What follows belongs to an exercise in optimizing a design on an open flow for small area and few clock cycles; a production flow would make more cautious choices.
Only simulation tests tie the RTL to the original design; equivalence was not proved.
Power is estimated from default activity; no workload was simulated.

// jnge_engine
module jnge_engine (
    input  wire         clk,
    input  wire         rst,
    input  wire [3:0]   rx_valid,
    output wire [3:0]   rx_ready,
    input  wire [31:0]  rx_data,
    output wire [3:0]   tx_valid,
    input  wire [3:0]   tx_ready,
    output wire [31:0]  tx_data,
    output wire [3:0]   tx_last,
    input  wire [3:0]   ch_clear,
    input  wire         h_valid,
    input  wire [2:0]   h_op,
    input  wire [15:0]  h_wdata,
    output wire [49:0]  h_rdata,
    output wire [3:0]   diag_valid,
    output wire [7:0]   diag_kind,
    output wire [255:0] diag_frame
);
For scale: ~430 I/O pins, ~0.030 mm2 of cells after synthesis.
export LEC_CHECK = 0
export ABC_AREA = 1
export CAP_MARGIN = 20
export CORE_MARGIN = 2
export CORE_UTILIZATION = 40
export SLEW_MARGIN = 20
create_clock -name core_clock -period 10.0 [get_ports {clk}]
standard.sh (not shown) runs the stock make flow with config.mk's settings and CLKGATE_MAP_FILE= SYNTH_SCRIPT=/design/flow/synth_recipe.tcl, a recipe that flattens the netlist after the stock synthesis.
==> flow/flow/run.sh <==
#!/bin/bash
# Layout flow: the standard synthesis, then the combinational logic is
# re-mapped with a stronger ABC area script (registers untouched: same
# instance names and cell types), then the standard ORFS flow from
# floorplan to finish. Port buffers use the smallest buffer cell; the clock
# tree uses small clock buffers in small clusters, without dummy loads.
set -euo pipefail
WORK=$(pwd)
FLOWDIR=$WORK/flow
R=$WORK/orfs/results/$FLOW_PLATFORM/jnge_engine/base
LIB=$FLOW_HOME/platforms/$FLOW_PLATFORM/lib/sky130_fd_sc_hd__tt_025C_1v80.lib

# 1. standard synthesis
bash standard.sh synth > $WORK/synth_std.log 2>&1
cp $R/1_2_yosys.v $WORK/1_2_yosys_std.v

# 2. re-map the combinational logic
export RS_LIB=$LIB RS_TOP=$FLOW_TOP RS_DIR=$WORK RS_SCRIPT=$FLOWDIR/area.abc
export RS_IN=$WORK/1_2_yosys_std.v RS_OUT=$WORK/1_2_yosys_rs.v
export RS_DONT_USE="$(sed -n '/DONT_USE_CELLS += /,/^#/p' $FLOW_HOME/platforms/$FLOW_PLATFORM/config.mk | grep -o 'sky130_fd_sc_hd__[a-z0-9_]*' | tr '\n' ' ')"
ok=0
if yosys -c $FLOWDIR/resynth.tcl > $WORK/resynth.log 2>&1; then
    # the registers must be exactly the standard synthesis's
    regs() { grep -E '^\s*sky130_fd_sc_hd__[a-z]*df[a-z0-9_]* ' "$1" | sed 's/($//' | awk '{print $1, $2}' | sort; }
    regs $RS_IN > $WORK/regs_std.txt
    regs $RS_OUT > $WORK/regs_rs.txt
    if cmp -s $WORK/regs_std.txt $WORK/regs_rs.txt && [ -s $WORK/regs_std.txt ]; then
        ok=1
    fi
fi
echo "resynthesis used: $ok" | tee $WORK/resynth_used.txt
if [ $ok = 1 ]; then
    cp $RS_OUT $R/1_2_yosys.v
    rm -f $R/1_synth.odb $R/1_synth.sdc
fi

# 3. the rest of the standard flow
bash standard.sh "BUFFER_PORTS_ARGS=-buffer_cell sky130_fd_sc_hd__buf_1" \
    "CTS_ARGS=-sink_clustering_enable -repair_clock_nets -dont_use_dummy_load -buf_list sky130_fd_sc_hd__clkbuf_4 -sink_clustering_size 8 -sink_clustering_max_diameter 40" \
    finish > $WORK/finish.log 2>&1
Other scripts of this flow, unchanged in this note and not shown: flow/flow/area.abc, flow/flow/resynth.tcl
Testbench counts at the start, summed over its fixed seeds: cycles 84,410.
Then changed:
--- a/flow/design.v
+++ b/flow/design.v
@@ -36,27 +36,27 @@
         input [7:0]  data;
         integer i;
         reg [15:0] c;
         begin
             c = crc ^ {8'h00, data};
             for (i = 0; i < 8; i = i + 1)
                 c = c[0] ? ((c >> 1) ^ 16'hA001) : (c >> 1);
             crc_byte = c;
         end
     endfunction
     reg [7:0]  rx_buf [0:7];
     reg [3:0]  rx_ptr;       
+    reg        crc_lo_ok;    
     reg        crc_ok;       
     wire full = rx_ptr[3];
-    wire [15:0] rx_crc_next = crc_byte((rx_ptr[2:0] == 3'd0) ? 16'hFFFF : {rx_buf[7], rx_buf[6]}, rx_data);
     reg        tx_active;
     reg [1:0]  tx_kind;
     reg [6:0]  tx_idx;       
     reg [15:0] tx_crc;       
     reg        f_ac;         
     reg        f_mode;       
     reg [7:0]  nb;           
     reg        nb_ok;
     reg hold_lo, hold_hi, in_crc, at_last;
     always @(*) begin
         case (tx_kind)
             K_RUN: begin     
@@ -172,29 +172,29 @@
         end
     end
     wire byte_ok = fix_ok || nb_ok || slot;
     assign tx_valid = tx_active ? byte_ok : (dispatch && answered);
     assign tx_data  = fix_ok ? fix_byte : nb_ok ? nb : rom_byte;
     assign tx_last  = tx_active && at_last;
     wire tx_take = tx_active && byte_ok && tx_ready;
     wire tx_sent = tx_valid && tx_ready;     
     always @(posedge clk) begin
         if (rx_take) begin
             rx_buf[rx_ptr[2:0]] <= rx_data;
             if (!(rx_ptr[2] && rx_ptr[1]))
-                {rx_buf[7], rx_buf[6]} <= rx_crc_next;
+                {rx_buf[7], rx_buf[6]} <= crc_byte((rx_ptr[2:0] == 3'd0) ? 16'hFFFF : {rx_buf[7], rx_buf[6]}, rx_data);
             if (rx_ptr[2:0] == 3'd6)
-                crc_ok <= (rx_crc_next[15:8] == 8'h00);
+                crc_lo_ok <= (rx_data == rx_buf[6]);
             if (rx_ptr[2:0] == 3'd7)
-                crc_ok <= crc_ok && (rx_data == rx_buf[7]);
+                crc_ok <= crc_lo_ok && (rx_data == rx_buf[7]);
         end
         if (dispatch && is_run) begin
             rx_buf[2] <= rs_bat[15:8];
             rx_buf[3] <= rs_bat[7:0];
         end
         if (dispatch && is_basic) begin
             rx_buf[2] <= rs_on[15:8];
             rx_buf[3] <= rs_on[7:0];
             rx_buf[4] <= rs_off[15:8];
             rx_buf[5] <= rs_off[7:0];
         end
         if (tx_take) begin
Result:
- clock-buffer cell count decreases by 3
- non-clock buffer count decreases by 1
- power increases by a few percent
- synthesized cell count barely changes
- register-to-register slack gets better by 0.11 ns
- first-iteration DRC count decreases by a few percent
Testbench counts after the change, summed over its fixed seeds: cycles 84,410.

* * *

## old
Another version of the RTL of jnge_engine (not shown whole).
Size in the first run: ~31,000 um^2 of cells after synthesis.
Settings: LEC_CHECK=0, ABC_AREA=1, CAP_MARGIN=20, CORE_MARGIN=2, CORE_UTILIZATION=40, SLEW_MARGIN=20; clock period 10.0 ns.
==> flow/flow/area.abc <==
strash
 dch -f
 amap
 mfs2
 strash
 dch -f
 amap
 mfs2
 strash
 dch -f
 amap
 mfs2
 strash
 dch -f
 amap
 topo
==> flow/flow/resynth.tcl <==
# Re-map the combinational logic of the standard synthesis netlist with a
# stronger ABC area script. Registers (and any cell without a logic
# function) stay as they are, with their instance names and cell types.
set lib $::env(RS_LIB)
yosys read_liberty -ignore_miss_func $lib
yosys read_verilog $::env(RS_IN)
yosys hierarchy -top $::env(RS_TOP)
yosys setattr -mod -set keep_hierarchy 1 sky130_fd_sc_hd__*df*
yosys tee -o $::env(RS_DIR)/rs_before.txt stat -liberty $lib
yosys flatten
yosys opt_clean -purge
yosys rename -hide w:*.*
set du {}
foreach c $::env(RS_DONT_USE) { lappend du -dont_use $c }
yosys abc -script $::env(RS_SCRIPT) -liberty $lib {*}$du
yosys opt_clean -purge
yosys splitnets
yosys opt_clean -purge
yosys hilomap -singleton -hicell sky130_fd_sc_hd__conb_1 HI -locell sky130_fd_sc_hd__conb_1 LO
yosys insbuf -buf sky130_fd_sc_hd__buf_4 A X
yosys delete =sky130_fd_sc_hd__*
yosys read_liberty -lib -ignore_miss_func $lib
yosys tee -o $::env(RS_DIR)/rs_after.txt stat -liberty $lib
yosys check -assert -mapped
yosys write_verilog -noattr -nohex -nodec $::env(RS_OUT)
Scripts as last shown in full above: flow/flow/run.sh
Testbench counts of old, summed over its fixed seeds: cycles 83,972.
Input changes introduced in new (baseline for comparison: old):
--- a/flow/design.v
+++ b/flow/design.v
@@ -39,25 +39,25 @@
         integer i;
         reg [15:0] c;
         begin
             c = crc ^ {8'h00, data};
             for (i = 0; i < 8; i = i + 1)
                 c = c[0] ? ((c >> 1) ^ 16'hA001) : (c >> 1);
             crc_byte = c;
         end
     endfunction
     reg [7:0]  rx_buf [0:7];
     reg [3:0]  rx_ptr;       
+    reg        crc_lo_ok;    
     reg        crc_ok;       
     wire full = rx_ptr[3];
-    wire [15:0] rx_crc_next = crc_byte((rx_ptr[2:0] == 3'd0) ? 16'hFFFF : {rx_buf[7], rx_buf[6]}, rx_data);
     reg        tx_active;
     reg [1:0]  tx_kind;
     reg [6:0]  tx_idx;       
     reg [15:0] tx_crc;       
     reg        f_ac;         
     reg        f_mode;       
     reg [7:0]  nb;           
     reg        nb_ok;
     reg hold_lo, hold_hi, in_crc, at_last;
     always @(*) begin
         case (tx_kind)
@@ -178,27 +178,27 @@
     end
     wire byte_ok = fix_ok || nb_ok || slot;
     assign tx_valid = tx_active ? byte_ok : (dispatch && answered);
     assign tx_data  = fix_ok ? fix_byte : nb_ok ? nb : rom_byte;
     assign tx_last  = tx_active && at_last;
     wire tx_take = tx_active && byte_ok && tx_ready;
     wire tx_sent = tx_valid && tx_ready;     
     always @(posedge clk) begin
         if (rx_take) begin
             rx_buf[rx_ptr[2:0]] <= rx_data;
             if (!(rx_ptr[2] && rx_ptr[1]))
-                {rx_buf[7], rx_buf[6]} <= rx_crc_next;
+                {rx_buf[7], rx_buf[6]} <= crc_byte((rx_ptr[2:0] == 3'd0) ? 16'hFFFF : {rx_buf[7], rx_buf[6]}, rx_data);
             if (rx_ptr[2:0] == 3'd6)
-                crc_ok <= (rx_crc_next[15:8] == 8'h00);
+                crc_lo_ok <= (rx_data == rx_buf[6]);
             if (rx_ptr[2:0] == 3'd7)
-                crc_ok <= crc_ok && (rx_data == rx_buf[7]);
+                crc_ok <= crc_lo_ok && (rx_data == rx_buf[7]);
         end
         if (dispatch && is_run) begin
             rx_buf[2] <= rs_bat[15:8];
             rx_buf[3] <= rs_bat[7:0];
         end
         if (dispatch && is_basic) begin
             rx_buf[2] <= rs_on[15:8];
             rx_buf[3] <= rs_on[7:0];
             rx_buf[4] <= rs_off[15:8];
             rx_buf[5] <= rs_off[7:0];
         end
[summary]
new: full flow OK, the timing, DRC and antenna checks passed
[new] number of signal-net buffers in the layout rose about 0.6% relative to old
The proportion of layout cells with a drive suffix above 1 was comparable across old and new.
Final cell utilization of the core across old and new: no real change.
On sequential share of layout area, old and new are basically level.
new vs old: combinational group share of total power down in new
Starting utilization of the core area delta (new -> old): insignificant
From old to new the numbers moved as follows: met2 wire length now larger, cell area shows an increase of 0.54%.
Testbench counts of new, summed over its fixed seeds: cycles 83,972.

port drivers added, routing unchanged:
In the flow no input, the clock included, has a driving cell. The finished layouts below were timed again as built, in two steps.
Step 1 sets driving cells, clkbuf_16 on the clock port and buf_2 on the other inputs (assumed; they add their load-dependent delay and slew).
Step 2, shift: input delay + t, output delay - t, t = (earliest + latest rising clock arrival at the registers) / 2. This alone moves slack from input paths to output paths.
Three values: ideal, step 1, step 2; two values: the first two.
run	shift t [ns]	setup slack, ns	hold WS [ns]	worst register clock-pin slew, ns	pins driven straight from the clock port
the first run of note 1	0.940	0.432 / 0.366 / 1.306	0.431 / 0.431 / 0.431	0.11 / 0.11	1
the second run of note 1	0.912	0.562 / 0.495 / 1.408	0.475 / 0.475 / 0.475	0.10 / 0.10	1
old	0.928	0.508 / 0.436 / 1.364	0.469 / 0.469 / 0.469	0.11 / 0.11	1
new	0.919	0.471 / 0.399 / 1.318	0.465 / 0.465 / 0.465	0.10 / 0.10	1
After both steps every run listed still meets setup and hold.
